Context: an optimization exercise on an open-source flow, tuned for small area, a short achievable clock period and few clock cycles per item. The choices shown serve that exercise and are no tape-out recipe.
Only simulation tests tie the RTL to the original design; equivalence was not proved.
Power and IR drop assume default switching activity.

==> flow/design.v, too long to show whole: its modules and the start of the top module <==
// module amb_render: 528 lines
// module amb_mac: 1286 lines
module amb_render (
    input  wire        clk,
    input  wire        rst_n,
    input  wire        cmd_valid,
    output wire        cmd_ready,
    input  wire [3:0]  cmd_op,
    input  wire [31:0] cmd_data,
    output reg         resp_valid,
    output reg  [1:0]  resp_err,
    output reg  [31:0] resp_data
);
  // ...
==> flow/run.sh <==
#!/bin/bash
# synth_recipe.tcl (not shown) runs the flow's synth.tcl, then flattens the netlist and writes it again
# the make line also repeats each setting of config.mk as NAME=value (left out here)
make -C /OpenROAD-flow-scripts/flow DESIGN_CONFIG=/design/flow/config.mk WORK_HOME=/design/flow/orfs CLKGATE_MAP_FILE= SYNTH_SCRIPT=/design/flow/synth_recipe.tcl finish
==> flow/config.mk <==
export PLATFORM = sky130hd
export DESIGN_NAME = amb_render
export DESIGN_NICKNAME = amb_render
export VERILOG_FILES = /design/flow/design.v
export SDC_FILE = /design/flow/constraint.sdc
export NUM_CORES = 4
export LEC_CHECK = 0
export CAP_MARGIN = 20
export CELL_PAD_IN_SITES_DETAIL_PLACEMENT = 1
export CELL_PAD_IN_SITES_GLOBAL_PLACEMENT = 1
export CORE_MARGIN = 2
export CORE_UTILIZATION = 30
export PLACE_DENSITY = 0.45
export SLEW_MARGIN = 20
==> flow/constraint.sdc <==
create_clock -name core_clock -period 22.0 [get_ports {clk}]
set_input_delay 4.4000 -clock core_clock [delete_from_list [all_inputs] [get_ports {clk}]]
set_output_delay 4.4000 -clock core_clock [all_outputs]
set_load 0.01 [all_outputs]
==> summary.txt, run 1 <==
Final layout
  – FF+latch area: 29,400 um^2
  – Nonclk inv count: 796
  – Number of multi-input logic gates: 10,100

Floorplan
  – Chip Width: 601 um
  – # rows: 219

Min path
  – HP Start: arg1[2]$_SDFF_PP0_
  – Hold EP: arg2[2]$_SDFF_PN0_
  – Tightest Hold Check Type: register to register

Synthesis
  – Mapped cell area: 107,000 um^2
  – Async S/R FF share, synth: 0
  – Synth Area in Simple Gates: 0.157
  – Seq cells post-synth: 1,447

Route
  – Top layer in use: met5
  – Routed length on met2: 319,000 um
  – Vias after detailed routing: 116,000

Timing
  – Final setup vio count: 0

Pwr
  – Clk pwr: 0.00356 W
  – Logic pwr share: 0.046
  – Total Power: 0.00656 W

CTS
  – Hold Buf Count CTS: 0
  – Number of setup buffers added after CTS: 0
  – Post-cts resize count: 0
  – CTS clk-pin slew, worst paths: 0.06 ns

Setup path
  – Crit path buf inv count: 5
  – Worst-path maximum fanout: 33
  – Reg2reg start: sb[6]$_SDFFE_PN0P_

Run status
  – Status: finished clean

Global routing
  – Initial antenna violation count: 101
Testbench counts, summed over its fixed seeds: cycles 170,292, samples 4,640.
==> run 2: changes to the inputs <==
--- a/flow/config.mk
+++ b/flow/config.mk
@@ -6,5 +6,5 @@
 export NUM_CORES = 4
 export LEC_CHECK = 0
-export CAP_MARGIN = 20
+export CAP_MARGIN = 40
 export CELL_PAD_IN_SITES_DETAIL_PLACEMENT = 1
 export CELL_PAD_IN_SITES_GLOBAL_PLACEMENT = 1
@@ -12,3 +12,3 @@
 export CORE_UTILIZATION = 30
 export PLACE_DENSITY = 0.45
-export SLEW_MARGIN = 20
+export SLEW_MARGIN = 30
==> run 2 against run 1 <==
Compared with the run above: routed wire length up 0.16%; hold slack lost 0.013 ns; clock power grew 1%; final cell count is 0.40% higher; critical path depth rose by 1; count of clock-buffer cells in the layout grew 5; core utilization is 0.32 points higher; via count up 0.51%; area after synthesis unchanged; power up 0.82%; final area grew 0.93%; highest routed layer unchanged.
==> summary.txt, run 2 <==
Synthesis
  – Post-synth EDFFs: 36 (unchanged)
  – Synth Instances: 13,400 (unchanged)
  – Async S/R FF share, synth: 0 (unchanged)
  – Synth Net Count: 14,400 (unchanged)
  – Area leader, netlist: dfxtp_1 (unchanged)
  – Yosys cell types: 106 (unchanged)
  – Yosys warning total: 1 (unchanged)
  – Register area share after synthesis: 0.274 (unchanged)
  – Post-synth top area share: 0.264 (unchanged)
  – Synthesized area per cell: 7.96 um^2 (unchanged)
  – Mapped cell area: 107,000 um^2 (unchanged)
  – Top cells by count, synth: 1,574 x nand2_1, 1,411 x dfxtp_1, 1,177 x nor2_1 (unchanged)
  – Most common cell in the netlist: nand2_1 (unchanged)
  – Ys flop type: dfxtp_1 (unchanged)
  – Top post-synthesis cells by area: dfxtp_1 26%, fa_1 10%, a22oi_1 5.7%, nand2_1 5.5%, xnor2_1 5.0% (unchanged)
  – Seq cells post-synth: 1,447 (unchanged)

Run
  – MaxCap Viol Count: 0 (unchanged)

Pwr
  – Logic pwr share: 0.047 (was 0.046)
  – Clock Power Share: 0.545 (was 0.542)
  – Total Power: 0.00662 W (was 0.00656 W)
  – Maximum VDD drop: 59.8 uV (was 60.6 uV)
  – Seq pwr share: 0.408 (was 0.412)
  – Leak Pwr: 45.4 nW (was 44.8 nW)
  – Net Sw Frac: 0.266 (was 0.267)
  – Net Sw Power: 0.00176 W (was 0.00175 W)
  – Power density over cell area: 53.5 nW/um^2 (was 53.6 nW/um^2)
  – Int Pwr: 0.00486 W (was 0.00481 W)

Global routing
  – Total congestion overflow: 0 (unchanged)
  – Largest net degree at the start of global routing: 147 (unchanged)
  – Initial antenna violation count: 99 (was 101)
  – First-pass GRT wire length: 1,020,000 um (about the same)
  – Number of global-route vias before repair: 114,000 (was 113,000)
  – All-Layer GR Usage: 0.407 (was 0.406)

CTS
  – CTS buffer count: 199 (was 201)
  – Post-cts resize count: 0 (unchanged)
  – Number of setup buffers added after CTS: 0 (unchanged)
  – CTS tree: yes (unchanged)
  – Clk root buf: clkbuf_16 (unchanged)
  – Hold Buf Count CTS: 0 (unchanged)
  – CTS sink count: 1,447 (unchanged)
  – Bufs on Longest Clock Path: 4 (unchanged)
  – CTS clk-pin slew, worst paths: 0.06 ns (about the same)
  – CTS H-tree depth: 4 (unchanged)
  – Clock latency (worst-skew pair): 0.97 ns (was 1.00 ns)

Placed design
  – DP Cell Count: 17,800 (was 17,700)
  – Dpl cell area: 116,000 um^2 (was 115,000 um^2)
  – Port Buffer Count: 74 (unchanged)
  – DP HPWL: 562,000 um (was 559,000 um)
  – Routability cong.: 1.06 (unchanged)

Timing
  – Worst Tran Pin Value: 1.15 ns (was 1.34 ns)
  – Achievable frequency: 138 MHz (was 134 MHz)
  – Slew Limit Headroom: 0.231 (was 0.107)
  – Fin. Hold Viols: 0 (unchanged)
  – Slew Limit Fails: 0 (unchanged)
  – Fin crit share: 0.330 (was 0.338)
  – Final setup vio count: 0 (unchanged)
  – RSZ-0062 raised after global routing: no (unchanged)
  – Worst Skew: 0.0584 ns (was 0.111 ns)
  – Tmin final: 7.26 ns (was 7.45 ns)
  – Setup TNS: 0 ns (unchanged)

Final layout
  – Fraction of layout cells with a size suffix above 1: 0.0999 (was 0.0933)
  – FF+latch area: 29,400 um^2 (about the same)
  – Nets: 14,200 (was 14,100)
  – Finished Layout Cells: 18,200 (was 18,100)
  – Final core occ: 0.348 (was 0.344)
  – Largest regs: rc x66, rs x66 (unchanged)
  – Syn-to-layout area delta: 15.4% (was 14.3%)
  – Commonest cells after routing, fill and taps aside: 1,564 x nand2_1, 1,388 x dfxtp_1, 1,139 x nor2_1, 984 x a21oi_1, 817 x a22oi_1 (was 1,566 x nand2_1, 1,390 x dfxtp_1, 1,142 x nor2_1, 983 x a21oi_1, 817 x a22oi_1)
  – Most common cell after layout, fill and taps aside: nand2_1 (unchanged)
  – Fillers: 41,700 (was 41,800)
  – Multi-input logic area: 71,800 um^2 (was 71,700 um^2)
  – Final instance area: 124,000 um^2 (was 122,000 um^2)

Route
  – ANT nets after route: 0 (unchanged)
  – DR vias/cell: 6.38 (was 6.37)
  – DRT Wirelength: 764,000 um (was 763,000 um)
  – Drc violations: 0 (unchanged)
  – Drt first pass iters: 10 (was 9)
  – Drt wl/cell: 42.0 um (was 42.1 um)
  – Vias after detailed routing: 116,000 (about the same)
  – Starting DRT DRC Count: 15,300 (was 15,500)

Setup path
  – Worst EP required: 22.79 ns (was 22.78 ns)
  – Critical path arrival: 8.05 ns (was 8.22 ns)
  – Crit. End Element: register (unchanged)
  – CP Class: register to register (unchanged)
  – Worst Setup Start Kind: register (unchanged)
  – Worst-path maximum fanout: 33 (unchanged)

Min path
  – Tightest Hold Check Type: register to register (unchanged)

Floorplan
  – Core box area: 355,000 um^2 (unchanged)
  – Initial cell density of the core: 0.301 (unchanged)
  – Chip Width: 601 um (unchanged)
  – Die Y: 601 um (unchanged)
  – # rows: 219 (unchanged)
  – I/O Pins: 75 (unchanged)
  – Die ar.: 362,000 um^2 (unchanged)

Run status
  – Status: finished clean (unchanged)
## run 2: cell count changes in the layout (fill, tap and decap cells not counted), moves of 4 or more
cell	delta
buf_6	+10
buf_4	+16
diode_2	-6
buf_8	+8
buf_16	+8
clkbuf_2	+6
clkbuf_8	+4
buf_2	+15
buf_12	+13
## run 2: power by group through the flow
stage,sequential [W],clock [W],combinational (W)
after floorplan,0.00273,0,0.000167
after global placement,0.00276,0,0.000291
after detailed placement,0.00276,0,0.000301
after CTS,0.00270,0.00364,0.000302
after global routing,0.00270,0.00374,0.000324
final,0.00270,0.00360,0.000309
## run 2: cell type report
cell class / instances / area share
sequential: 1447 / 0.238
tap: 4751 / 0.0481
clock buffer: 289 / 0.0479
clock inverter: 71 / 0.00837
antenna: 42 / 0.000851
inverter: 796 / 0.0243
timing repair buffer: 756 / 0.0518
multi-input combinational: 10100 / 0.581
## run 2: logic make-up after synthesis
family,count (synthesis),synth area share
AO/OA/AOI/OAI,4179,0.259
XOR/XNOR,953,0.0780
adder cells (fa/ha/maj),874,0.141
buffers and inverters,1941,0.0695
flip-flops,1447,0.274
multiplexers,221,0.0210
AND/OR/NAND/NOR,3833,0.157
## run 2: worst max-delay path: stages (launching register included)
cell      delay, ns
dfxtp_2        0.43
buf_4          0.29
buf_4          0.27
a222oi_1       0.53
nand3_1        0.29
nor2_1         0.73
nor2b_1        0.21
a21oi_4        0.20
buf_4          0.53
o22ai_1        0.22
xnor2_1        0.18
fa_1           0.53
fa_1           0.55
inv_1          0.06
fa_1           0.47
inv_1          0.05
fa_1           0.42
fa_1           0.52
inv_1          0.05
fa_1           0.45
## run 2: per-layer routing
layer  GRT usage  part of all wire
met5           0           0.00067
met4       0.269             0.077
met3       0.107             0.097
met2       0.599              0.42
met1       0.522              0.41
## run 2: worst paths after layout
path,startpoint,endpoint,slack [ns],depth (start not counted)
worst max register to register,sb[6]$_SDFFE_PN0P_,rc[42]$_DFF_P_,14.74,19
worst max-delay path,sb[6]$_SDFFE_PN0P_,rc[42]$_DFF_P_,14.74,19
worst min-delay path,arg1[2]$_SDFF_PP0_,arg2[2]$_SDFF_PN0_,0.43,1
worst min register to register,arg1[2]$_SDFF_PP0_,arg2[2]$_SDFF_PN0_,0.43,1
## run 2: stage by stage
step | setup slack, ns | hold WS (ns)
after floorplan | 14.94 | 0.412
after CTS | 14.89 | 0.438
final | 14.74 | 0.434
after detailed placement | 14.59 | 0.425
after global placement | 14.62 | 0.435
after global routing | 14.65 | 0.464
==> module amb_render, before the edit <==
module amb_render (
    input  wire        clk,
    input  wire        rst_n,
    input  wire        cmd_valid,
    output wire        cmd_ready,
    input  wire [3:0]  cmd_op,
    input  wire [31:0] cmd_data,
    output reg         resp_valid,
    output reg  [1:0]  resp_err,
    output reg  [31:0] resp_data
);
    localparam OP_NOP = 4'd0, OP_CREATE = 4'd1, OP_DESTROY = 4'd2, OP_RESET = 4'd3,
               OP_SAMPLE = 4'd4, OP_SET_PH1 = 4'd5, OP_SET_PH2 = 4'd6, OP_SET_MODPH = 4'd7,
               OP_SET_GAIN = 4'd8, OP_SET_CB = 4'd9, OP_SET_CS = 4'd10, OP_SET_DRV = 4'd11,
               OP_SET_OG = 4'd12, OP_SET_DET = 4'd13;
    localparam ERR_OK = 2'd0, ERR_ILL = 2'd1, ERR_STATE = 2'd2, ERR_ARG = 2'd3;
    localparam [4:0] U_NONE = 5'd0, U_SM = 5'd1, U_S0 = 5'd2, U_S1 = 5'd3, U_S2 = 5'd4,
                     U_S3 = 5'd5, U_CUT = 5'd6, U_PK = 5'd7, U_DC = 5'd8, U_Y1 = 5'd9,
                     U_Y2 = 5'd10, U_E0 = 5'd11, U_E1 = 5'd12, U_E2 = 5'd13, U_INC2 = 5'd14,
                     U_LPF = 5'd15, U_DRV = 5'd16, U_SC0 = 5'd17, U_SC1 = 5'd18,
                     U_G0 = 5'd19, U_G1 = 5'd20, U_D50 = 5'd21;
    localparam [2:0] CH_L = 3'd0, CH_C = 3'd1, CH_A = 3'd2, CH_B = 3'd3;
    localparam [2:0] P_CB = 3'd0, P_CS = 3'd1, P_DRV = 3'd2, P_OG = 3'd3, P_DET = 3'd4;
    localparam [5:0] LAST = 6'd35, TLAST = 6'd13;
    reg        life;
    reg [26:0] fs_q;
    reg [24:0] inc1;
    reg [16:0] inc_lfo;
    reg [17:0] ksm;
    reg [31:0] ph1, ph2, modph;
    reg signed [25:0] y;
    reg [31:0] pg;
    reg [31:0] cur_cb, tgt_cb, cur_cs, tgt_cs, cur_og, tgt_og;
    reg [26:0] cur_drv, tgt_drv;
    reg signed [20:0] cur_det, tgt_det;
    reg        cb_v;
    reg [3:0]  cb_op;
    reg [31:0] cb_d;
    assign cmd_ready = ~cb_v;
    reg        run;          
    reg [5:0]  step;
    reg        hv;           
    reg        tv;           
    reg [1:0]  dv;           
    reg        dv_create;
    reg        zrdy, zrdy2;
    reg        zsg;
    reg [24:0] zmg;
    reg [4:0]  op1, op2;
    reg [2:0]  arg1, arg2;
    function [7:0] head;
        input [5:0] s;
        case (s)
            6'd0:  head = {U_S0,  CH_L};
            6'd1:  head = {U_SM,  P_CS};
            6'd2:  head = {U_S1,  CH_L};
            6'd4:  head = {U_S2,  CH_L};
            6'd6:  head = {U_S3,  CH_L};
            6'd8:  head = {U_SM,  P_CB};
            6'd10: head = {U_CUT, 3'd0};
            6'd12: head = {U_PK,  3'd0};
            6'd14: head = {U_S0,  CH_C};
            6'd15: head = {U_SM,  P_DET};
            6'd16: head = {U_S1,  CH_C};
            6'd17: head = {U_S0,  CH_A};
            6'd18: head = {U_S2,  CH_C};
            6'd19: head = {U_S1,  CH_A};
            6'd20: head = {U_S3,  CH_C};
            6'd21: head = {U_S2,  CH_A};
            6'd22: head = {U_DC,  3'd0};
            6'd23: head = {U_S0,  CH_B};
            6'd24: head = {U_Y1,  3'd0};
            6'd25: head = {U_S3,  CH_A};
            6'd26: head = {U_Y2,  3'd0};
            6'd27: head = {U_S1,  CH_B};
            6'd28: head = {U_E0,  3'd0};
            6'd29: head = {U_S2,  CH_B};
            6'd30: head = {U_E1,  3'd0};
            6'd31: head = {U_S3,  CH_B};
            6'd32: head = {U_E2,  3'd0};
            6'd33: head = {U_SM,  P_DRV};
            6'd34: head = {U_INC2, 3'd0};
            6'd35: head = {U_SM,  P_OG};
            default: head = {U_NONE, 3'd0};
        endcase
    endfunction
    function [7:0] tail;
        input [5:0] s;
        case (s)
            6'd3:  tail = {U_LPF, 3'd0};
            6'd5:  tail = {U_DRV, 3'd0};
            6'd7:  tail = {U_SC0, 3'd0};
            6'd9:  tail = {U_SC1, 3'd0};
            6'd11: tail = {U_G0,  3'd0};
            6'd13: tail = {U_G1,  3'd0};
            default: tail = {U_NONE, 3'd0};
        endcase
    endfunction
    reg [30:0] x0, x1;           
    reg        sn0, sn1;         
    reg [30:0] u20;              
    reg [30:0] u21;              
    reg signed [31:0] t0;        
    reg signed [31:0] t1;        
    reg [24:0] lfo;              
    reg [24:0] cosv, v2;
    reg        lfo_n, cos_n, v2_n;
    reg signed [32:0] sdd;       
    reg        dneg;
    reg signed [32:0] scur;
    reg signed [26:0] fcc;       
    reg signed [2:0]  nexp;
    reg [29:0] inc1sh;           
    reg [29:0] fexp;             
    reg signed [32:0] r;         
    reg        big;
    reg [44:0] dr;
    reg [25:0] dq;
    reg [44:0] dd;
    reg [4:0]  dcnt;
    reg        dbusy;
    reg  signed [32:0] ma, mb;
    reg  [65:0] madd;
    wire [65:0] ms, mc;
    localparam NA = 17, NB = 18, ND = 15;
    localparam A_SDD = 0, A_X0 = 1, A_X1 = 2, A_C5 = 3, A_T0 = 4, A_T1 = 5, A_CS = 6,
               A_FCC = 7, A_B3 = 8, A_R = 9, A_INC = 10, A_DQ = 11, A_Y = 12, A_M = 13,
               A_OG = 14, A_FS = 15, A_COS = 16;
    localparam B_KSM = 0, B_X0 = 1, B_X1 = 2, B_U20 = 3, B_U21 = 4, B_T0 = 5, B_T1 = 6,
               B_LFO = 7, B_K = 8, B_KS = 9, B_3495 = 10, B_FEXP = 11, B_R = 12, B_DRV = 13,
               B_PG = 14, B_50 = 15, B_768 = 16, B_M = 17;
    localparam D_SM = 0, D_C3 = 1, D_C1 = 2, D_S3 = 3, D_CB = 4, D_R = 5, D_B2 = 6, D_B1 = 7,
               D_E2 = 8, D_PH2 = 9, D_Y = 10, D_SC0 = 11, D_SC1 = 12, D_FS = 13, D_DET = 14;
    reg [NA-1:0] sa;
    reg [NB-1:0] sb;
    reg [ND-1:0] sd;
    reg [3:0]    sn;             
    function [NA+NB+ND+4-1:0] opsel;
        input [7:0] o;
        reg [NA-1:0] fa;
        reg [NB-1:0] fb;
        reg [ND-1:0] fd;
        reg [3:0]    fn;
        begin
            fa = 0; fb = 0; fd = 0; fn = 0;
            case (o[7:3])
                U_SM:   begin fa[A_SDD] = 1; fb[B_KSM] = 1; fd[D_SM] = 1; end
                U_S0:   begin fa[o[0] ? A_X1 : A_X0] = 1; fb[o[0] ? B_X1 : B_X0] = 1; end
                U_S1:   begin fa[A_C5] = 1; fb[o[0] ? B_U21 : B_U20] = 1; fd[D_C3] = 1; end
                U_S2:   begin fa[o[0] ? A_T1 : A_T0] = 1; fb[o[0] ? B_U21 : B_U20] = 1; fd[D_C1] = 1; end
                U_S3:   begin fa[o[0] ? A_X1 : A_X0] = 1; fb[o[0] ? B_T1 : B_T0] = 1; fd[D_S3] = 1; end
                U_CUT:  begin fa[A_CS] = 1; fb[B_LFO] = 1; fd[D_CB] = 1; fn[1] = 1; end
                U_PK:   begin fa[A_FCC] = 1; fb[B_K] = 1; fd[D_FS] = 1; end
                U_DC:   begin fa[A_COS] = 1; fb[B_768] = 1; fd[D_DET] = 1; fn[0] = 1; end
                U_Y1:   begin fa[A_FCC] = 1; fb[B_KS] = 1; end
                U_Y2:   begin fa[A_FCC] = 1; fb[B_3495] = 1; fd[D_R] = 1; end
                U_E0:   begin fa[A_B3] = 1; fb[B_FEXP] = 1; fd[D_B2] = 1; end
                U_E1:   begin fa[A_R] = 1; fb[B_FEXP] = 1; fd[D_B1] = 1; end
                U_E2:   begin fa[A_R] = 1; fb[B_FEXP] = 1; fd[D_E2] = 1; end
                U_INC2: begin fa[A_INC] = 1; fb[B_R] = 1; fd[D_PH2] = 1; end
                U_LPF:  begin fa[A_DQ] = 1; fb[B_T1] = 1; fd[D_Y] = 1; end
                U_DRV:  begin fa[A_Y] = 1; fb[B_DRV] = 1; end
                U_SC0:  begin fa[A_M] = 1; fb[B_M] = 1; fd[D_SC0] = 1; fn[2] = 1; end
                U_SC1:  begin fa[A_M] = 1; fb[B_T0] = 1; fd[D_SC1] = 1; fn[3] = 1; end
                U_G0:   begin fa[A_OG] = 1; fb[B_T1] = 1; fn[3] = 1; end
                U_G1:   begin fa[A_R] = 1; fb[B_PG] = 1; end
                U_D50:  begin fa[A_FS] = 1; fb[B_50] = 1; end
                default: ;
            endcase
            opsel = {fa, fb, fd, fn};
        end
    endfunction
    always @(*) begin
        ma =      ({33{sa[A_SDD]}} & sdd)
                | ({33{sa[A_X0]}}  & {2'b0, x0})
                | ({33{sa[A_X1]}}  & {2'b0, x1})
                | ({33{sa[A_C5]}}  & 33'sd76016977)
                | ({33{sa[A_T0]}}  & {t0[31], t0})
                | ({33{sa[A_T1]}}  & {t1[31], t1})
                | ({33{sa[A_CS]}}  & {1'b0, cur_cs})
                | ({33{sa[A_FCC] & !clo & !chi}} & {{6{fcc[26]}}, fcc})
                | ({33{sa[A_FCC] & clo}} & 33'sd5120)
                | ({33{sa[A_FCC] & chi}} & {7'd0, fch})
                | ({33{sa[A_B3]}}  & 33'sd84960057)
                | ({33{sa[A_R]}}   & r)
                | ({33{sa[A_INC]}} & {3'd0, inc1sh})
                | ({33{sa[A_DQ]}}  & {9'd0, ~dq[23:0]})
                | ({33{sa[A_Y]}}   & {{7{y[25]}}, y})
                | ({33{sa[A_M]}}   & {{2{u20[30]}}, u20})
                | ({33{sa[A_OG]}}  & {1'b0, cur_og})
                | ({33{sa[A_FS]}}  & {6'd0, fs_q})
                | ({33{sa[A_COS]}} & {8'd0, cosv});
        mb =      ({33{sb[B_KSM]}} & {15'd0, ksm})
                | ({33{sb[B_X0]}}  & {2'b0, x0})
                | ({33{sb[B_X1]}}  & {2'b0, x1})
                | ({33{sb[B_U20]}} & {2'b0, u20})
                | ({33{sb[B_U21]}} & {2'b0, u21})
                | ({33{sb[B_T0]}}  & {t0[31], t0})
                | ({33{sb[B_T1]}}  & {t1[31], t1})
                | ({33{sb[B_LFO]}} & {8'd0, lfo})
                | ({33{sb[B_K]}}   & 33'sd411775)
                | ({33{sb[B_KS]}}  & (fcc[26] ? 33'sd544029185 : 33'sd544029204))
                | ({33{sb[B_3495]}} & 33'sd3495)
                | ({33{sb[B_FEXP]}} & {3'd0, fexp})
                | ({33{sb[B_R]}}   & r)
                | ({33{sb[B_DRV]}} & {6'd0, cur_drv})
                | ({33{sb[B_PG]}}  & {1'b0, pg})
                | ({33{sb[B_50]}}  & 33'sd50)
                | ({33{sb[B_768]}} & 33'sd768)
                | ({33{sb[B_M]}}   & {{2{u20[30]}}, u20});
        madd =    ({66{sd[D_SM]}}  & {{9{scur[32]}}, scur, dneg ? 24'h0 : 24'hFFFFFF})
                | ({66{sd[D_DET]}} & {{21{cur_det[20]}}, cur_det, 24'd0})
                | ({66{sd[D_C3]}}  & ($signed(-36'sd688904866) <<< 30))
                | ({66{sd[D_C1]}}  & (66'sd1686629713 <<< 30))
                | ({66{sd[D_S3]}}  & (66'd1 << 35))
                | ({66{sd[D_CB]}}  & {10'd0, cur_cb, 24'd0})
                | ({66{sd[D_R]}}   & {{33{r[32]}}, r})
                | ({66{sd[D_B2]}}  & (66'd241534262 << 30))
                | ({66{sd[D_B1]}}  & (66'd747247505 << 30))
                | ({66{sd[D_E2]}}  & (66'd1 << 60))
                | ({66{sd[D_PH2]}} & {1'b0, ph2, 33'd0})
                | ({66{sd[D_Y]}}   & {{16{y[25]}}, y, 24'd0})
                | ({66{sd[D_SC0]}} & ((66'd3 << 48) + 66'hFFFFFF))
                | ({66{sd[D_SC1]}} & 66'hFFFFFF)
                | ({66{sd[D_FS]}}  & {23'd0, fs_q, 16'd0});
    end
    wire mng = (sn[0] & cos_n) | (sn[1] & lfo_n) | sn[2] | (sn[3] & u20[30]);
    amb_mac mac (.a(ma), .b(mb), .add(madd), .ng(mng), .s(ms), .c(mc));
    reg [65:0] rs, rc;
    reg        sn2;
    always @(posedge clk) begin
        rs  <= ms;
        rc  <= mc;
        sn2 <= arg1[0] ? sn1 : sn0;
    end
    wire [65:0] p = rs + rc;
    wire [24:0] sin_m = p[60:36];
    wire signed [34:0] cut_v = p[58:24];
    wire [25:0] fs_half = fs_q[26:1];
    reg        clo, chi;
    reg [25:0] fch;              
    wire [26:0] h_v = p[51:25];
    wire [25:0] g_v = big ? 26'd16777216 : (h_v > 27'd16777216) ? 26'd16777216 : h_v[25:0];
    wire signed [41:0] zz = {r, fexp[8:0]};
    wire [24:0] z_neg = -zz[24:0];
    wire [24:0] z_mag = (zz > 42'sd16777216 || zz < -42'sd16777216) ? 25'd16777216 :
                        zz[41] ? z_neg : zz[24:0];
    wire signed [2:0] n_v = p[32:30];
    function [30:0] fold;
        input [31:0] ph;
        input        q1;        
        fold = q1 ? (31'h40000000 - {1'b0, ph[29:0]}) : {1'b0, ph[29:0]};
    endfunction
    function [31:0] fixtof32;
        input        sgn;
        input [24:0] mag;
        reg [4:0]  e;
        reg [22:0] frac;
        integer k;
        begin
            e = 5'd0;
            for (k = 0; k < 25; k = k + 1)
                if (mag[k]) e = k[4:0];
            frac = (mag << (5'd23 - e)) & 23'h7FFFFF;
            if (mag == 25'd0)
                fixtof32 = 32'h0;
            else if (e == 5'd24)
                fixtof32 = {sgn, 8'd127, 23'd0};
            else
                fixtof32 = {sgn, 8'd103 + {3'd0, e}, frac};
        end
    endfunction
    wire fs_ok = (cb_d >= 32'd2048000) && (cb_d <= 32'd98304000);
    wire pend_end = run && (step == LAST || (!hv && step == TLAST));
    wire start_smp = cb_v && (cb_op == OP_SAMPLE) && life && dv == 2'd0 &&
                     (!run || step == LAST);
    wire tv_n   = (run && step == LAST) ? hv : (pend_end ? 1'b0 : (run ? tv : 1'b0));
    wire hv_n   = (!run || step == LAST) ? start_smp : (pend_end ? 1'b0 : hv);
    wire run_n  = hv_n || tv_n;
    wire [5:0] step_n = (!run || pend_end) ? 6'd0 : step + 6'd1;
    wire free_other = !run && dv == 2'd0 && op2 != U_G1 && !zrdy && !zrdy2;
    reg        dvi;          
    wire [7:0] hop = head(step_n);
    wire [7:0] top = tail(step_n);
    wire [7:0] nop = (run_n && hv_n && hop[7:3] != U_NONE) ? hop :
                     (run_n && tv_n) ? top :
                     dvi ? {U_D50, 3'd0} : {U_NONE, 3'd0};
    reg  [4:0] smsel;
    wire [4:0] smsel_n = (step_n == 6'd0)  ? 5'b00010 :
                         (step_n == 6'd7)  ? 5'b00001 :
                         (step_n == 6'd14) ? 5'b10000 :
                         (step_n == 6'd32) ? 5'b00100 : 5'b01000;
    wire signed [32:0] sm_c = ({33{smsel[0]}} & {1'b0, cur_cb}) | ({33{smsel[1]}} & {1'b0, cur_cs}) |
                              ({33{smsel[2]}} & {6'd0, cur_drv}) | ({33{smsel[3]}} & {1'b0, cur_og}) |
                              ({33{smsel[4]}} & {{12{cur_det[20]}}, cur_det});
    wire signed [32:0] sm_t = ({33{smsel[0]}} & {1'b0, tgt_cb}) | ({33{smsel[1]}} & {1'b0, tgt_cs}) |
                              ({33{smsel[2]}} & {6'd0, tgt_drv}) | ({33{smsel[3]}} & {1'b0, tgt_og}) |
                              ({33{smsel[4]}} & {{12{tgt_det[20]}}, tgt_det});
    wire signed [32:0] sm_d = sm_t - sm_c;
    wire signed [25:0] v1s  = lfo_n ? -$signed({1'b0, lfo})  : $signed({1'b0, lfo});
    wire signed [25:0] v2s  = v2_n  ? -$signed({1'b0, v2})   : $signed({1'b0, v2});
    wire [45:0] dt = {dr, dq[25]};
    wire [46:0] ds = {1'b0, dt} - {2'b0, dd};
    wire        db = !ds[46];
    wire [26:0] cfs = cb_d[26:0];
    wire [26:0] fs_m1 = fs_q - 27'd1;
    wire [31:0] f0p = (run && step == 6'd16) ? ph1 : modph;
    wire [31:0] f1p = (step == 6'd13) ? {modph[31:30] + 2'd1, modph[29:0]} : ph2;
    reg rst_q;
    always @(posedge clk) rst_q <= rst_n;
    always @(posedge clk) begin
        resp_valid <= 1'b0;
        if (!rst_n) begin
            cb_v <= 1'b0;
            run <= 1'b0; step <= 6'd0; hv <= 1'b0; tv <= 1'b0; dv <= 2'd0; zrdy <= 1'b0;
            zrdy2 <= 1'b0;
            op1 <= U_NONE; op2 <= U_NONE; arg1 <= 3'd0; arg2 <= 3'd0; dvi <= 1'b0;
            dbusy <= 1'b0;
            life <= 1'b0;
        end else begin
            if (cmd_valid && !cb_v) begin
                cb_v <= 1'b1; cb_op <= cmd_op; cb_d <= cmd_data;
            end
            run  <= run_n;
            step <= run_n ? step_n : 6'd0;
            hv   <= hv_n;
            tv   <= tv_n;
            {op1, arg1} <= nop;
            {sa, sb, sd, sn} <= opsel(nop);
            dvi <= 1'b0;
            smsel <= smsel_n;
            fch   <= fs_half - 26'd1;
            op2  <= op1;
            arg2 <= arg1;
            if (start_smp) cb_v <= 1'b0;
            if (hv_n && step_n == 6'd0) begin
                x0 <= fold(f0p, f0p[30]);  sn0 <= f0p[31];
            end
            if (run && hv) begin
                if (step == 6'd0 || step == 6'd7 || step == 6'd14 || step == 6'd32 ||
                    step == 6'd34) begin
                    scur <= sm_c;
                    sdd  <= sm_d;
                    dneg <= sm_d[32];
                end
                if (step == 6'd16) begin
                    x0 <= fold(f0p, f0p[30]);  sn0 <= f0p[31];
                end
                if (step == 6'd13 || step == 6'd22) begin
                    x1 <= fold(f1p, f1p[30]);  sn1 <= f1p[31];
                end
                if (step == 6'd17) begin
                    ph1 <= ph1 + {7'd0, inc1}; modph <= modph + {15'd0, inc_lfo};
                end
            end
            if (run && tv) begin
                if (step == 6'd2)
                    t1 <= {{7{v1s[25]}}, v1s[25:1]} + {{7{v2s[25]}}, v2s[25:1]} - {{6{y[25]}}, y};
                if (step == 6'd8)
                    big <= ($signed(u20) >= 31'sd16777216) || ($signed(u20) <= -31'sd16777216);
            end
            if (dbusy) begin
                dr   <= db ? ds[44:0] : dt[44:0];
                dq   <= {dq[24:0], db};
                dcnt <= dcnt - 5'd1;
                if (dcnt == 5'd1) dbusy <= 1'b0;
            end
            case (op2)
                U_SM: case (arg2)
                    P_CB:  cur_cb  <= p[55:24];
                    P_CS:  cur_cs  <= p[55:24];
                    P_DRV: cur_drv <= p[50:24];
                    P_OG:  cur_og  <= p[55:24];
                    default: cur_det <= p[44:24];
                endcase
                U_S0: if (arg2[0]) u21 <= p[60:30]; else u20 <= p[60:30];
                U_S1, U_S2: if (arg2[0]) t1 <= p[61:30]; else t0 <= p[61:30];
                U_S3: case (arg2)
                    CH_L, CH_A: begin lfo <= sin_m; lfo_n <= sn2; end
                    CH_C:    begin cosv <= sin_m; cos_n <= sn2; end
                    default: begin v2 <= sin_m; v2_n <= sn2; end
                endcase
                U_CUT:  begin
                    fcc <= {1'b0, cut_v[25:0]};
                    clo <= cut_v < 35'sd5120;
                    chi <= cut_v >= $signed({9'd0, fs_half});
                end
                U_PK:   begin
                    dr <= {2'b0, fs_m1, 16'hFFFF};
                    dq <= {24'hFFFFFF, 2'b00};
                    dd <= p[44:0];
                    dcnt <= 5'd24; dbusy <= 1'b1;
                end
                U_DC:   begin fcc <= p[50:24]; clo <= 1'b0; chi <= 1'b0; end
                U_Y1:   r    <= p[63:31];
                U_Y2:   begin
                    nexp <= n_v; fexp <= p[29:0];
                    inc1sh <= {5'd0, inc1} << (n_v + 3'sd3);
                end
                U_E0, U_E1, U_E2: r <= p[62:30];
                U_INC2: ph2  <= p[64:33];
                U_LPF:  y    <= p[49:24];
                U_DRV:  u20  <= p[54:24];
                U_SC0:  t0   <= p[55:24];
                U_SC1:  t1   <= {6'd0, g_v};
                U_G0:   r    <= p[56:24];
                U_G1:   begin r <= p[65:33]; fexp <= p[53:24]; end
                U_D50:  begin
                    dr <= 45'd294730;
                    dq <= 26'd59854592;
                    dd <= {11'd0, p[33:0]};
                    dcnt <= 5'd26; dbusy <= 1'b1;
                end
                default: ;
            endcase
            zrdy <= (op2 == U_G1);
            zrdy2 <= zrdy;
            if (zrdy) begin
                zsg  <= zz[41];
                zmg  <= z_mag;
            end
            if (zrdy2) begin
                resp_valid <= 1'b1;
                resp_err   <= ERR_OK;
                resp_data  <= fixtof32(zsg, zmg);
            end
            case (dv)
                2'd1: if (!dbusy && !dvi && op1 != U_D50 && op2 != U_D50) begin
                    ksm <= dq[17:0];
                    dr <= {17'd0, 28'd1802240 + fs_q[26]};
                    dq <= fs_q[25:0];
                    dd <= {17'd0, fs_q, 1'b0};
                    dcnt <= 5'd26; dbusy <= 1'b1;
                    dv <= 2'd2;
                end
                2'd2: if (!dbusy) begin
                    inc1 <= dq[24:0];
                    dr <= {17'd0, 28'd4096 + fs_q[26]};
                    dq <= fs_q[25:0];
                    dd <= {17'd0, fs_q, 1'b0};
                    dcnt <= 5'd26; dbusy <= 1'b1;
                    dv <= 2'd3;
                end
                2'd3: if (!dbusy) begin
                    inc_lfo <= dq[16:0];
                    ph1 <= 32'd0; ph2 <= 32'd0; modph <= 32'd0; y <= 26'sd0;
                    if (dv_create) begin
                        life <= 1'b1;
                        pg <= 32'd16777216;
                        cur_cb  <= 32'd204800;   tgt_cb  <= 32'd204800;
                        cur_cs  <= 32'd153600;   tgt_cs  <= 32'd153600;
                        cur_drv <= 27'd25165824; tgt_drv <= 27'd25165824;
                        cur_og  <= 32'd8388608;  tgt_og  <= 32'd8388608;
                        cur_det <= 21'sd1792;    tgt_det <= 21'sd1792;
                    end
                    resp_valid <= 1'b1;
                    resp_err   <= ERR_OK;
                    resp_data  <= {31'd0, dv_create};
                    dv <= 2'd0;
                end
                default: ;
            endcase
            if (cb_v && !start_smp && free_other) begin
                cb_v <= 1'b0;
                resp_valid <= 1'b1;
                resp_err   <= ERR_OK;
                resp_data  <= 32'd0;
                case (cb_op)
                    OP_NOP: ;
                    OP_CREATE, OP_RESET: begin
                        if (life != (cb_op == OP_RESET)) resp_err <= ERR_STATE;
                        else if (!fs_ok) resp_err <= ERR_ARG;
                        else begin
                            resp_valid <= 1'b0;
                            dv_create <= (cb_op == OP_CREATE);
                            fs_q <= cfs;
                            dvi <= 1'b1;
                            dv <= 2'd1;
                        end
                    end
                    OP_DESTROY: begin
                        if (!life) resp_err <= ERR_STATE;
                        else life <= 1'b0;    
                    end
                    OP_SAMPLE: resp_err <= ERR_STATE;    
                    OP_SET_PH1, OP_SET_PH2, OP_SET_MODPH, OP_SET_GAIN, OP_SET_CB,
                    OP_SET_CS, OP_SET_DRV, OP_SET_OG, OP_SET_DET: begin
                        if (!life) resp_err <= ERR_STATE;
                        else case (cb_op)
                            OP_SET_PH1:   ph1    <= cb_d;
                            OP_SET_PH2:   ph2    <= cb_d;
                            OP_SET_MODPH: modph  <= cb_d;
                            OP_SET_GAIN:  pg     <= cb_d;
                            OP_SET_CB:    tgt_cb <= cb_d;
                            OP_SET_CS:    tgt_cs <= cb_d;
                            OP_SET_DRV:   tgt_drv <= (cb_d < 32'd1677722) ? 27'd1677722 :
                                                     (cb_d > 32'd83886080) ? 27'd83886080 : cb_d[26:0];
                            OP_SET_OG:    tgt_og <= cb_d;
                            default:      tgt_det <= ($signed(cb_d) < -32'sd614400) ? -21'sd614400 :
                                                     ($signed(cb_d) > 32'sd614400) ? 21'sd614400 :
                                                     cb_d[20:0];
                        endcase
                    end
                    default: resp_err <= ERR_ILL;
                endcase
            end
        end
        if (!rst_q) begin
            {sa, sb, sd, sn} <= opsel({U_NONE, 3'd0});
            smsel <= 5'd0;
            dcnt <= 5'd0;
            fs_q <= 27'd0; inc1 <= 25'd0; inc_lfo <= 17'd0; ksm <= 18'd0;
            ph1 <= 32'd0; ph2 <= 32'd0; modph <= 32'd0; y <= 26'sd0; pg <= 32'd0;
            cur_cb <= 32'd0; tgt_cb <= 32'd0; cur_cs <= 32'd0; tgt_cs <= 32'd0;
            cur_og <= 32'd0; tgt_og <= 32'd0; cur_drv <= 27'd0; tgt_drv <= 27'd0;
            cur_det <= 21'sd0; tgt_det <= 21'sd0;
            resp_err <= 2'd0; resp_data <= 32'd0;
            zsg <= 1'b0; zmg <= 25'd0;
            x0 <= 31'd0; x1 <= 31'd0; sn0 <= 1'b0; sn1 <= 1'b0; u20 <= 31'd0; u21 <= 31'd0;
            t0 <= 32'sd0; t1 <= 32'sd0; lfo <= 25'd0; cosv <= 25'd0; v2 <= 25'd0;
            lfo_n <= 1'b0; cos_n <= 1'b0; v2_n <= 1'b0; sdd <= 33'sd0; dneg <= 1'b0;
            scur <= 33'sd0; fcc <= 27'sd0; nexp <= 3'sd0; inc1sh <= 30'd0; fexp <= 30'd0;
            r <= 33'sd0; big <= 1'b0; clo <= 1'b0; chi <= 1'b0; fch <= 26'd0;
            dr <= 45'd0; dq <= 26'd0; dd <= 45'd0;
            dv_create <= 1'b0;
        end
    end
endmodule
==> run 3: changes to the inputs <==
--- a/flow/design.v
+++ b/flow/design.v
@@ -281,9 +281,11 @@
     wire free_other = !run && dv == 2'd0 && op2 != U_G1 && !zrdy && !zrdy2;
     reg        dvi;          
-    wire [7:0] hop = head(step_n);
-    wire [7:0] top = tail(step_n);
-    wire [7:0] nop = (run_n && hv_n && hop[7:3] != U_NONE) ? hop :
-                     (run_n && tv_n) ? top :
-                     dvi ? {U_D50, 3'd0} : {U_NONE, 3'd0};
+    wire       bnd  = !run || pend_end;
+    wire [5:0] stp1 = step + 6'd1;
+    wire [7:0] hop  = head(stp1);
+    wire [7:0] top  = tail(stp1);
+    wire [7:0] cop  = (hv && hop[7:3] != U_NONE) ? hop : tv ? top : {U_NONE, 3'd0};
+    wire [7:0] bop  = start_smp ? head(6'd0) : dvi ? {U_D50, 3'd0} : {U_NONE, 3'd0};
+    wire [7:0] nop  = bnd ? bop : cop;
     reg  [4:0] smsel;
     wire [4:0] smsel_n = (step_n == 6'd0)  ? 5'b00010 :
@@ -327,5 +329,5 @@
             tv   <= tv_n;
             {op1, arg1} <= nop;
-            {sa, sb, sd, sn} <= opsel(nop);
+            {sa, sb, sd, sn} <= bnd ? opsel(bop) : opsel(cop);
             dvi <= 1'b0;
             smsel <= smsel_n;
--- a/flow/config.mk
+++ b/flow/config.mk
@@ -10,5 +10,5 @@
 export CELL_PAD_IN_SITES_GLOBAL_PLACEMENT = 1
 export CORE_MARGIN = 2
-export CORE_UTILIZATION = 30
-export PLACE_DENSITY = 0.45
+export CORE_UTILIZATION = 38
+export PLACE_DENSITY = 0.52
 export SLEW_MARGIN = 30
==> run 3 against run 2 <==
Compared with the run above: still clean; area after synthesis up 1.2%; clock skew up 0.0025 ns; sequential share of layout area up 0.29 points; largest power group unchanged; sequential cell count up 5; non-clock buffer count down 78; final cell count down 5.8%.
==> summary.txt, run 3 <==
Pwr
  – Maximum VDD drop: 58.1 uV (was 59.8 uV)
  – Leak Pwr: 45.1 nW (was 45.4 nW)
  – Total Power: 0.00639 W (was 0.00662 W)
  – Power density over cell area: 52.2 nW/um^2 (was 53.5 nW/um^2)

Final layout
  – Final instance area: 122,000 um^2 (was 124,000 um^2)
  – Fraction of layout cells with a size suffix above 1: 0.0978 (was 0.0999)
  – Fillers: 33,500 (was 41,700)
  – Syn-to-layout area delta: 13.0% (was 15.4%)
  – FF+latch area: 29,500 um^2 (was 29,400 um^2)
  – Nets: 14,100 (was 14,200)
  – Largest regs: rc x66, rs x66 (unchanged)
  – Commonest cells after routing, fill and taps aside: 1,489 x nand2_1, 1,398 x dfxtp_1, 1,153 x nor2_1, 1,006 x a22oi_1, 946 x a21oi_1 (was 1,564 x nand2_1, 1,388 x dfxtp_1, 1,139 x nor2_1, 984 x a21oi_1, 817 x a22oi_1)
  – Most common cell after layout, fill and taps aside: nand2_1 (unchanged)
  – Multi-input logic area: 72,900 um^2 (was 71,800 um^2)

Global routing
  – All-Layer GR Usage: 0.469 (was 0.407)
  – Initial antenna violation count: 91 (was 99)
  – Largest net degree at the start of global routing: 181 (was 147)
  – Number of global-route vias before repair: 116,000 (was 114,000)
  – Total congestion overflow: 0 (unchanged)
  – First-pass GRT wire length: 952,000 um (was 1,020,000 um)

Synthesis
  – Async S/R FF share, synth: 0 (unchanged)
  – Mux cell area share after synthesis: 0.0272 (was 0.0210)
  – Synth Area in Compound Gates: 0.260 (was 0.259)
  – Synth Area in Adders: 0.139 (was 0.141)
  – Ys flop type: dfxtp_1 (unchanged)
  – Top post-synthesis cells by area: dfxtp_1 26%, fa_1 10%, a22oi_1 7.0%, nand2_1 5.2%, xnor2_1 4.8% (was dfxtp_1 26%, fa_1 10%, a22oi_1 5.7%, nand2_1 5.5%, xnor2_1 5.0%)
  – Yosys warning total: 1 (unchanged)
  – Most common cell in the netlist: nand2_1 (unchanged)
  – Post-synth top area share: 0.262 (was 0.264)
  – Top cells by count, synth: 1,499 x nand2_1, 1,416 x dfxtp_1, 1,171 x nor2_1 (was 1,574 x nand2_1, 1,411 x dfxtp_1, 1,177 x nor2_1)
  – Synth Instances: 13,500 (was 13,400)
  – Register area share after synthesis: 0.272 (was 0.274)
  – Synth Area in Simple Gates: 0.154 (was 0.157)
  – Mapped cell area: 108,000 um^2 (was 107,000 um^2)
  – Synthesized area per cell: 8.04 um^2 (was 7.96 um^2)
  – Post-synth EDFFs: 36 (unchanged)
  – Synth Net Count: 14,400 (about the same)
  – Area leader, netlist: dfxtp_1 (unchanged)
  – Seq cells post-synth: 1,452 (was 1,447)
  – Synth Area in XOR/XNOR: 0.0790 (was 0.0780)
  – Largest family of logic cells by synthesized area: compound AO/OA/AOI/OAI gates (unchanged)
  – Yosys cell types: 115 (was 106)

Setup path
  – CP Class: register to register (unchanged)
  – Critical path arrival: 8.62 ns (was 8.05 ns)
  – Crit. End Element: register (unchanged)
  – Worst Setup Start Kind: register (unchanged)
  – Worst EP required: 22.78 ns (was 22.79 ns)
  – Worst-path maximum fanout: 31 (was 33)

Placed design
  – DP Worst Slack: 13.89 ns (was 14.59 ns)
  – Port Buffer Count: 74 (unchanged)
  – Dpl cell area: 115,000 um^2 (was 116,000 um^2)
  – DP HPWL: 505,000 um (was 562,000 um)
  – Routability cong.: 1.07 (was 1.06)

Timing
  – RSZ-0062 raised after global routing: no (unchanged)
  – Achievable frequency: 128 MHz (was 138 MHz)
  – Fin. Hold Viols: 0 (unchanged)
  – Setup TNS: 0 ns (unchanged)
  – Worst Tran Pin Value: 1.14 ns (was 1.15 ns)
  – Worst hold slack: 0.441 ns (was 0.434 ns)
  – Final setup vio count: 0 (unchanged)
  – Worst Skew: 0.0609 ns (was 0.0584 ns)
  – Setup ws final: 14.16 ns (was 14.74 ns)
  – Tmin final: 7.84 ns (was 7.26 ns)
  – Slew Limit Fails: 0 (unchanged)
  – Fin crit share: 0.356 (was 0.330)
  – Slew Limit Headroom: 0.242 (was 0.231)

Route
  – Starting DRT DRC Count: 15,800 (was 15,300)
  – Drc violations: 0 (unchanged)
  – DRT Wirelength: 700,000 um (was 764,000 um)
  – Vias after detailed routing: 118,000 (was 116,000)
  – Drt wl/cell: 40.8 um (was 42.0 um)
  – Drt first pass iters: 11 (was 10)
  – DR vias/cell: 6.86 (was 6.38)
  – ANT nets after route: 0 (unchanged)

Floorplan
  – # rows: 196 (was 219)
  – Die Y: 538 um (was 601 um)
  – Core box area: 284,000 um^2 (was 355,000 um^2)
  – Die ar.: 289,000 um^2 (was 362,000 um^2)
  – Initial cell density of the core: 0.381 (was 0.301)
  – Chip Width: 538 um (was 601 um)
  – I/O Pins: 75 (unchanged)

CTS
  – Hold Buf Count CTS: 0 (unchanged)
  – CTS clk-pin slew, worst paths: 0.06 ns (about the same)
  – Clock latency (worst-skew pair): 0.93 ns (was 0.97 ns)
  – CTS buffer count: 191 (was 199)
  – Number of setup buffers added after CTS: 0 (unchanged)
  – CTS sink count: 1,452 (was 1,447)
  – Post-cts resize count: 0 (unchanged)
  – Clk root buf: clkbuf_16 (unchanged)
  – CTS H-tree depth: 4 (unchanged)
  – CTS tree: yes (unchanged)
  – Bufs on Longest Clock Path: 4 (unchanged)

Run status
  – Status: finished clean (unchanged)

Min path
  – Tightest Hold Check Type: register to register (unchanged)

Run
  – MaxCap Viol Count: 0 (unchanged)
==> run 3: layer usage <==
metal / GRT usage / share of wire
met1: 0.551 / 0.37
met2: 0.683 / 0.42
met3: 0.175 / 0.12
met4: 0.378 / 0.093
met5: 0.00641 / 0.00051
==> run 3: logic make-up (layout without fill, tap and decap cells) <==
group / Yosys count / count (layout)
AOI/OAI and AO/OA: 4145 / 4145
and+or+nand+nor: 3773 / 3773
buffers and inverters: 1961 / 1821
DFF: 1452 / 1452
xor gates and xnor gates: 975 / 975
adders and majority gates: 873 / 873
muxes: 287 / 287
other: 0 / 75
==> run 3: where the power goes <==
| group | total [W] | switching (W) | internal (W) |
|---|---|---|---|
| clock | 0.00337 | 0.00142 | 0.00195 |
| sequential | 0.00271 | 0.0000506 | 0.00266 |
| combinational | 0.000310 | 0.000227 | 0.0000836 |
| total | 0.00639 | 0.00170 | 0.00469 |
==> run 3: path summary, 6_finish.rpt <==
kind / from / end / slack (ns) / cells after the start
min: arg1[1]$_SDFF_PP0_ / arg2[1]$_SDFF_PN0_ / 0.44 / 1
max reg2reg: sb[2]$_SDFFE_PN0P_ / rc[32]$_DFF_P_ / 14.16 / 17
max: sb[2]$_SDFFE_PN0P_ / rc[32]$_DFF_P_ / 14.16 / 17
min reg2reg: arg1[1]$_SDFF_PP0_ / arg2[1]$_SDFF_PN0_ / 0.44 / 1
==> run 3: layout make-up <==
class	instances	area share
Antenna cell	75	0.00153
Inverter	799	0.0246
Multi-Input combinational cell	10100	0.595
Tap cell	3762	0.0385
Clock inverter	84	0.00768
Clock buffer	260	0.0451
Timing Repair Buffer	678	0.0467
Sequential cell	1452	0.241
==> run 3: critical path, cell delays in order (launching register included) <==
cell and delay, ns:
dfxtp_1 0.32, buf_4 0.34, a222oi_1 0.99, nand3_1 0.66, a211oi_1 0.84, buf_4 0.30, xor2_4 0.55, buf_8 0.27
a22oi_1 0.12, xnor2_1 0.21, fa_1 0.56, inv_1 0.07, fa_1 0.51, fa_1 0.52, fa_1 0.41, fa_1 0.52
inv_1 0.05, fa_1 0.44
==> run 3: per-stage QoR <==
stage          std cells  utilization
2_1_floorplan      13500            -
3_3_place_gp       16700        0.403
3_5_place_dp       16700        0.406
4_1_cts            17100        0.429
5_1_grt            17100        0.430
6_report           17200        0.430
Testbench counts of run 3, summed over its fixed seeds: cycles 170,292, samples 4,640.
==> run 4: changes to the inputs <==
--- a/flow/design.v
+++ b/flow/design.v
@@ -300,6 +300,8 @@
                               ({33{smsel[4]}} & {{12{tgt_det[20]}}, tgt_det});
     wire signed [32:0] sm_d = sm_t - sm_c;
-    wire signed [25:0] v1s  = lfo_n ? -$signed({1'b0, lfo})  : $signed({1'b0, lfo});
-    wire signed [25:0] v2s  = v2_n  ? -$signed({1'b0, v2})   : $signed({1'b0, v2});
+    wire        vsel = (step == 6'd2);
+    wire [24:0] vm   = vsel ? v2 : lfo;
+    wire signed [25:0] vs = (vsel ? v2_n : lfo_n) ? -$signed({1'b0, vm}) : $signed({1'b0, vm});
+    wire signed [31:0] vh = {{7{vs[25]}}, vs[25:1]};
     wire [45:0] dt = {dr, dq[25]};
     wire [46:0] ds = {1'b0, dt} - {2'b0, dd};
@@ -357,6 +359,8 @@
             end
             if (run && tv) begin
+                if (step == 6'd1)
+                    t1 <= vh - {{6{y[25]}}, y};
                 if (step == 6'd2)
-                    t1 <= {{7{v1s[25]}}, v1s[25:1]} + {{7{v2s[25]}}, v2s[25:1]} - {{6{y[25]}}, y};
+                    t1 <= t1 + vh;
                 if (step == 6'd8)
                     big <= ($signed(u20) >= 31'sd16777216) || ($signed(u20) <= -31'sd16777216);
--- a/flow/config.mk
+++ b/flow/config.mk
@@ -10,5 +10,5 @@
 export CELL_PAD_IN_SITES_GLOBAL_PLACEMENT = 1
 export CORE_MARGIN = 2
-export CORE_UTILIZATION = 38
-export PLACE_DENSITY = 0.52
+export CORE_UTILIZATION = 30
+export PLACE_DENSITY = 0.45
 export SLEW_MARGIN = 30
==> run 4 against run 3 <==
Compared with the run above: register-to-register slack improved by 0.15 ns; sequential share of layout area fell by 0.49 points; power rose by 0.23%; routed wire length rose by 8.5%; sequential power barely moved; critical path type unchanged; clock skew fell by 0.0089 ns; maximum frequency rose by 2.0%; first-iteration DRC count fell by 3.7%; hold slack improved by 0.0013 ns; die area rose by 27%.
==> summary.txt, run 4 <==
Timing
  – Achievable frequency: 130 MHz (was 128 MHz)
  – Slew Limit Headroom: 0.292 (was 0.242)
  – RSZ-0062 raised after global routing: no (unchanged)
  – Tmin final: 7.69 ns (was 7.84 ns)
  – Fin crit share: 0.350 (was 0.356)
  – Setup ws final: 14.31 ns (was 14.16 ns)
  – Final setup vio count: 0 (unchanged)
  – Worst Skew: 0.0521 ns (was 0.0609 ns)
  – Setup TNS: 0 ns (unchanged)
  – Worst Tran Pin Value: 1.06 ns (was 1.14 ns)
  – Fin. Hold Viols: 0 (unchanged)
  – Slew Limit Fails: 0 (unchanged)

Route
  – Met1 wire length: 311,000 um (was 258,000 um)
  – Routed length on met2: 321,000 um (was 291,000 um)
  – Drt first pass iters: 9 (was 11)
  – Vias after detailed routing: 117,000 (was 118,000)
  – Starting DRT DRC Count: 15,200 (was 15,800)
  – Drc violations: 0 (unchanged)
  – Met3 WL: 71,100 um (was 85,000 um)
  – ANT nets after route: 0 (unchanged)
  – DR vias/cell: 6.41 (was 6.86)
  – Drt wl/cell: 41.5 um (was 40.8 um)
  – DRT Wirelength: 760,000 um (was 700,000 um)
  – Top layer in use: met5 (unchanged)

CTS
  – Post-cts resize count: 0 (unchanged)
  – CTS sink count: 1,452 (unchanged)
  – Clock latency (worst-skew pair): 0.94 ns (was 0.93 ns)
  – Hold Buf Count CTS: 0 (unchanged)
  – CTS H-tree depth: 4 (unchanged)
  – CTS tree: yes (unchanged)
  – Bufs on Longest Clock Path: 4 (unchanged)
  – CTS buffer count: 193 (was 191)
  – CTS clk-pin slew, worst paths: 0.06 ns (about the same)
  – Number of setup buffers added after CTS: 0 (unchanged)
  – Clk root buf: clkbuf_16 (unchanged)

Synthesis
  – Ys flop type: dfxtp_1 (unchanged)
  – Area leader, netlist: dfxtp_1 (unchanged)
  – Seq cells post-synth: 1,452 (unchanged)
  – Async S/R FF share, synth: 0 (unchanged)
  – Most common cell in the netlist: nand2_1 (unchanged)
  – Yosys warning total: 1 (unchanged)
  – Top post-synthesis cells by area: dfxtp_1 26%, fa_1 9.6%, a22oi_1 7.4%, nand2_1 5.0%, a21oi_1 4.5% (was dfxtp_1 26%, fa_1 10%, a22oi_1 7.0%, nand2_1 5.2%, xnor2_1 4.8%)
  – Yosys cell types: 116 (was 115)
  – Synth Instances: 13,600 (was 13,500)
  – Mapped cell area: 109,000 um^2 (was 108,000 um^2)
  – Post-synth top area share: 0.260 (was 0.262)
  – Synth Net Count: 14,500 (was 14,400)
  – Top cells by count, synth: 1,465 x nand2_1, 1,416 x dfxtp_1, 1,185 x nor2_1 (was 1,499 x nand2_1, 1,416 x dfxtp_1, 1,171 x nor2_1)
  – Post-synth EDFFs: 36 (unchanged)
  – Synthesized area per cell: 8.04 um^2 (about the same)
  – Register area share after synthesis: 0.270 (was 0.272)

Placed design
  – DP HPWL: 553,000 um (was 505,000 um)
  – Port Buffer Count: 74 (unchanged)
  – DP Worst Slack: 13.51 ns (was 13.89 ns)
  – Routability cong.: 1.01 (was 1.07)
  – DP Cell Count: 17,900 (was 16,700)

Setup path
  – Worst EP required: 22.85 ns (was 22.78 ns)
  – Crit path buf inv count: 9 (was 5)
  – Setup crit start: step[0]$_SDFF_PN0_ (was sb[2]$_SDFFE_PN0P_)
  – Critical Path Slowest Stage Cell: a41oi_1 (was a222oi_1)
  – CP Class: register to register (unchanged)
  – Crit. End Element: register (unchanged)
  – Crit-path max cell delay: 0.64 ns (was 0.99 ns)
  – Delay-heaviest family, CP: compound AO/OA/AOI/OAI gates (was adder cells)
  – Worst-path maximum fanout: 32 (was 31)
  – Worst Setup Start Kind: register (unchanged)
  – Most frequent CP cell: buf_4 (was fa_1)
  – Critical path arrival: 8.54 ns (was 8.62 ns)
  – Reg2reg start: step[0]$_SDFF_PN0_ (was sb[2]$_SDFFE_PN0P_)

Final layout
  – Final core occ: 0.345 (was 0.430)
  – Commonest cells after routing, fill and taps aside: 1,455 x nand2_1, 1,395 x dfxtp_1, 1,155 x nor2_1, 1,071 x a22oi_1, 971 x a21oi_1 (was 1,489 x nand2_1, 1,398 x dfxtp_1, 1,153 x nor2_1, 1,006 x a22oi_1, 946 x a21oi_1)
  – Largest regs: rc x66, rs x66 (unchanged)
  – Finished Layout Cells: 18,300 (was 17,200)
  – Syn-to-layout area delta: 14.5% (was 13.0%)
  – Fraction of layout cells with a size suffix above 1: 0.0985 (was 0.0978)
  – Most common cell after layout, fill and taps aside: nand2_1 (unchanged)
  – Nets: 14,200 (was 14,100)

Run
  – MaxCap Viol Count: 0 (unchanged)

Floorplan
  – I/O Pins: 75 (unchanged)
  – Die Y: 607 um (was 538 um)
  – Initial cell density of the core: 0.301 (was 0.381)
  – Chip Width: 607 um (was 538 um)
  – Core box area: 362,000 um^2 (was 284,000 um^2)
  – # rows: 221 (was 196)
  – Die ar.: 369,000 um^2 (was 289,000 um^2)

Pwr
  – Maximum VDD drop: 57.9 uV (was 58.1 uV)
  – Total Power: 0.00640 W (was 0.00639 W)
  – Leak Pwr: 45.8 nW (was 45.1 nW)
  – Power density over cell area: 51.2 nW/um^2 (was 52.2 nW/um^2)

Run status
  – Status: finished clean (unchanged)

Global routing
  – First-pass GRT wire length: 1,020,000 um (was 952,000 um)
  – All-Layer GR Usage: 0.396 (was 0.469)
  – Initial antenna violation count: 107 (was 91)
  – Total congestion overflow: 0 (unchanged)
  – Largest net degree at the start of global routing: 115 (was 181)
  – Number of global-route vias before repair: 116,000 (about the same)

Min path
  – Tightest Hold Check Type: register to register (unchanged)
  – HP Start: resp_data[13]$_SDFFE_PN0P_ (was arg1[1]$_SDFF_PP0_)
run 4: changes by cell type in the layout (fill, tap and decap cells not counted), sizes merged, moves of 24 or more:
cell,previous run,this run
a21o,115,148
a22oi,1026,1071
buf,600,646
clkbuf,265,297
diode,75,40
fa,549,525
ha,324,352
inv,806,764
nand2,1500,1466
o211ai,79,112
o22ai,121,46
xnor2,590,554
run 4: layout make-up:
| type | instances | area [um^2] |
|---|---|---|
| multi-input combinational | 10200 | 73800 |
| clock inverter | 56 | 721 |
| antenna | 40 | 100 |
| fill | 42400 | 237000 |
| timing repair buffer | 730 | 6340 |
| clock buffer | 291 | 5720 |
| sequential | 1452 | 29500 |
| tap | 4794 | 6000 |
| inverter | 759 | 2860 |
run 4: routing by layer:
| layer | global-route usage | up-vias |
|---|---|---|
| li1 | - | 48100 |
| met1 | 0.511 | 60700 |
| met2 | 0.594 | 6722 |
| met3 | 0.0926 | 1729 |
| met4 | 0.249 | 26 |
| met5 | 0 | - |
run 4: path summary, 6_finish.rpt:
check                                                   to  slack (ns)  cells past startpoint
worst max-delay path                   t1[31]$_SDFFE_PN0P_       14.31                     26
worst min-delay path            resp_data[13]$_SDFFE_PN0P_        0.44                      2
worst max register to register         t1[31]$_SDFFE_PN0P_       14.31                     26
worst min register to register  resp_data[13]$_SDFFE_PN0P_        0.44                      2
run 4: logic make-up after synthesis:
logic type | synth area share
fa+ha+maj | 0.137
xor+xnor | 0.0770
compound gates | 0.268
buf+inv | 0.0676
mux | 0.0292
flops | 0.270
simple gates | 0.152
run 4: tightest hold or removal path: stages (launching register included):
cell	delay, ns
dfxtp_1	0.31
nand2_1	0.05
nand2_1	0.04
run 4: power by group:
group          total [W]  internal, W  switching (W)
Clock            0.00338      0.00194        0.00144
Sequential       0.00272      0.00266      0.0000542
Combinational   0.000309    0.0000840       0.000225
run 4: per-stage QoR:
step                      instance area (um^2)  hold WS [ns]
after floorplan                         109000         0.412
after global placement                  117000         0.439
after detailed placement                118000         0.441
after CTS                               125000         0.449
after global routing                    125000         0.467
final                                   125000         0.442
Testbench counts of run 4, summed over its fixed seeds: cycles 170,292, samples 4,640.

==> static timing again, ports no longer ideal <==
The results above use ideal ports. As a check the final layouts listed here were re-extracted and re-timed, cells and wires unchanged.
Step 1 sets driving cells, clkbuf_16 on the clock port and buf_2 on the other inputs (assumed; they add their load-dependent delay and slew).
Step 2 adds t to the input delays and takes it off the output delays; t is the mean of the earliest and latest rising clock arrival at the registers after step 1. Input paths then give back, and output paths get back, about the clock's delay inside the block.
Three values: ideal ports, drivers, drivers and shift; two values: the first two.
run | shift t [ns] | setup slack, ns | hold slack, ns | latest minus earliest clock arrival (ns) | slew at the worst register clock pin (ns)
run 1 | 1.059 | 14.555 / 14.555 / 14.424 | 0.447 / 0.447 / 0.447 | 0.122 / 0.122 | 0.07 / 0.07
run 2 | 1.057 | 14.743 / 14.743 / 14.427 | 0.434 / 0.434 / 0.434 | 0.060 / 0.060 | 0.07 / 0.07
run 3 | 1.006 | 14.158 / 14.158 / 13.708 | 0.441 / 0.441 / 0.441 | 0.062 / 0.061 | 0.08 / 0.08
run 4 | 1.030 | 14.310 / 14.310 / 13.409 | 0.442 / 0.442 / 0.442 | 0.052 / 0.053 | 0.07 / 0.07
After both steps every run listed still meets setup and hold. For run 4, which loses most, drivers alone change the setup slack by 0.000 ns; drivers and shift together by -0.901 ns.
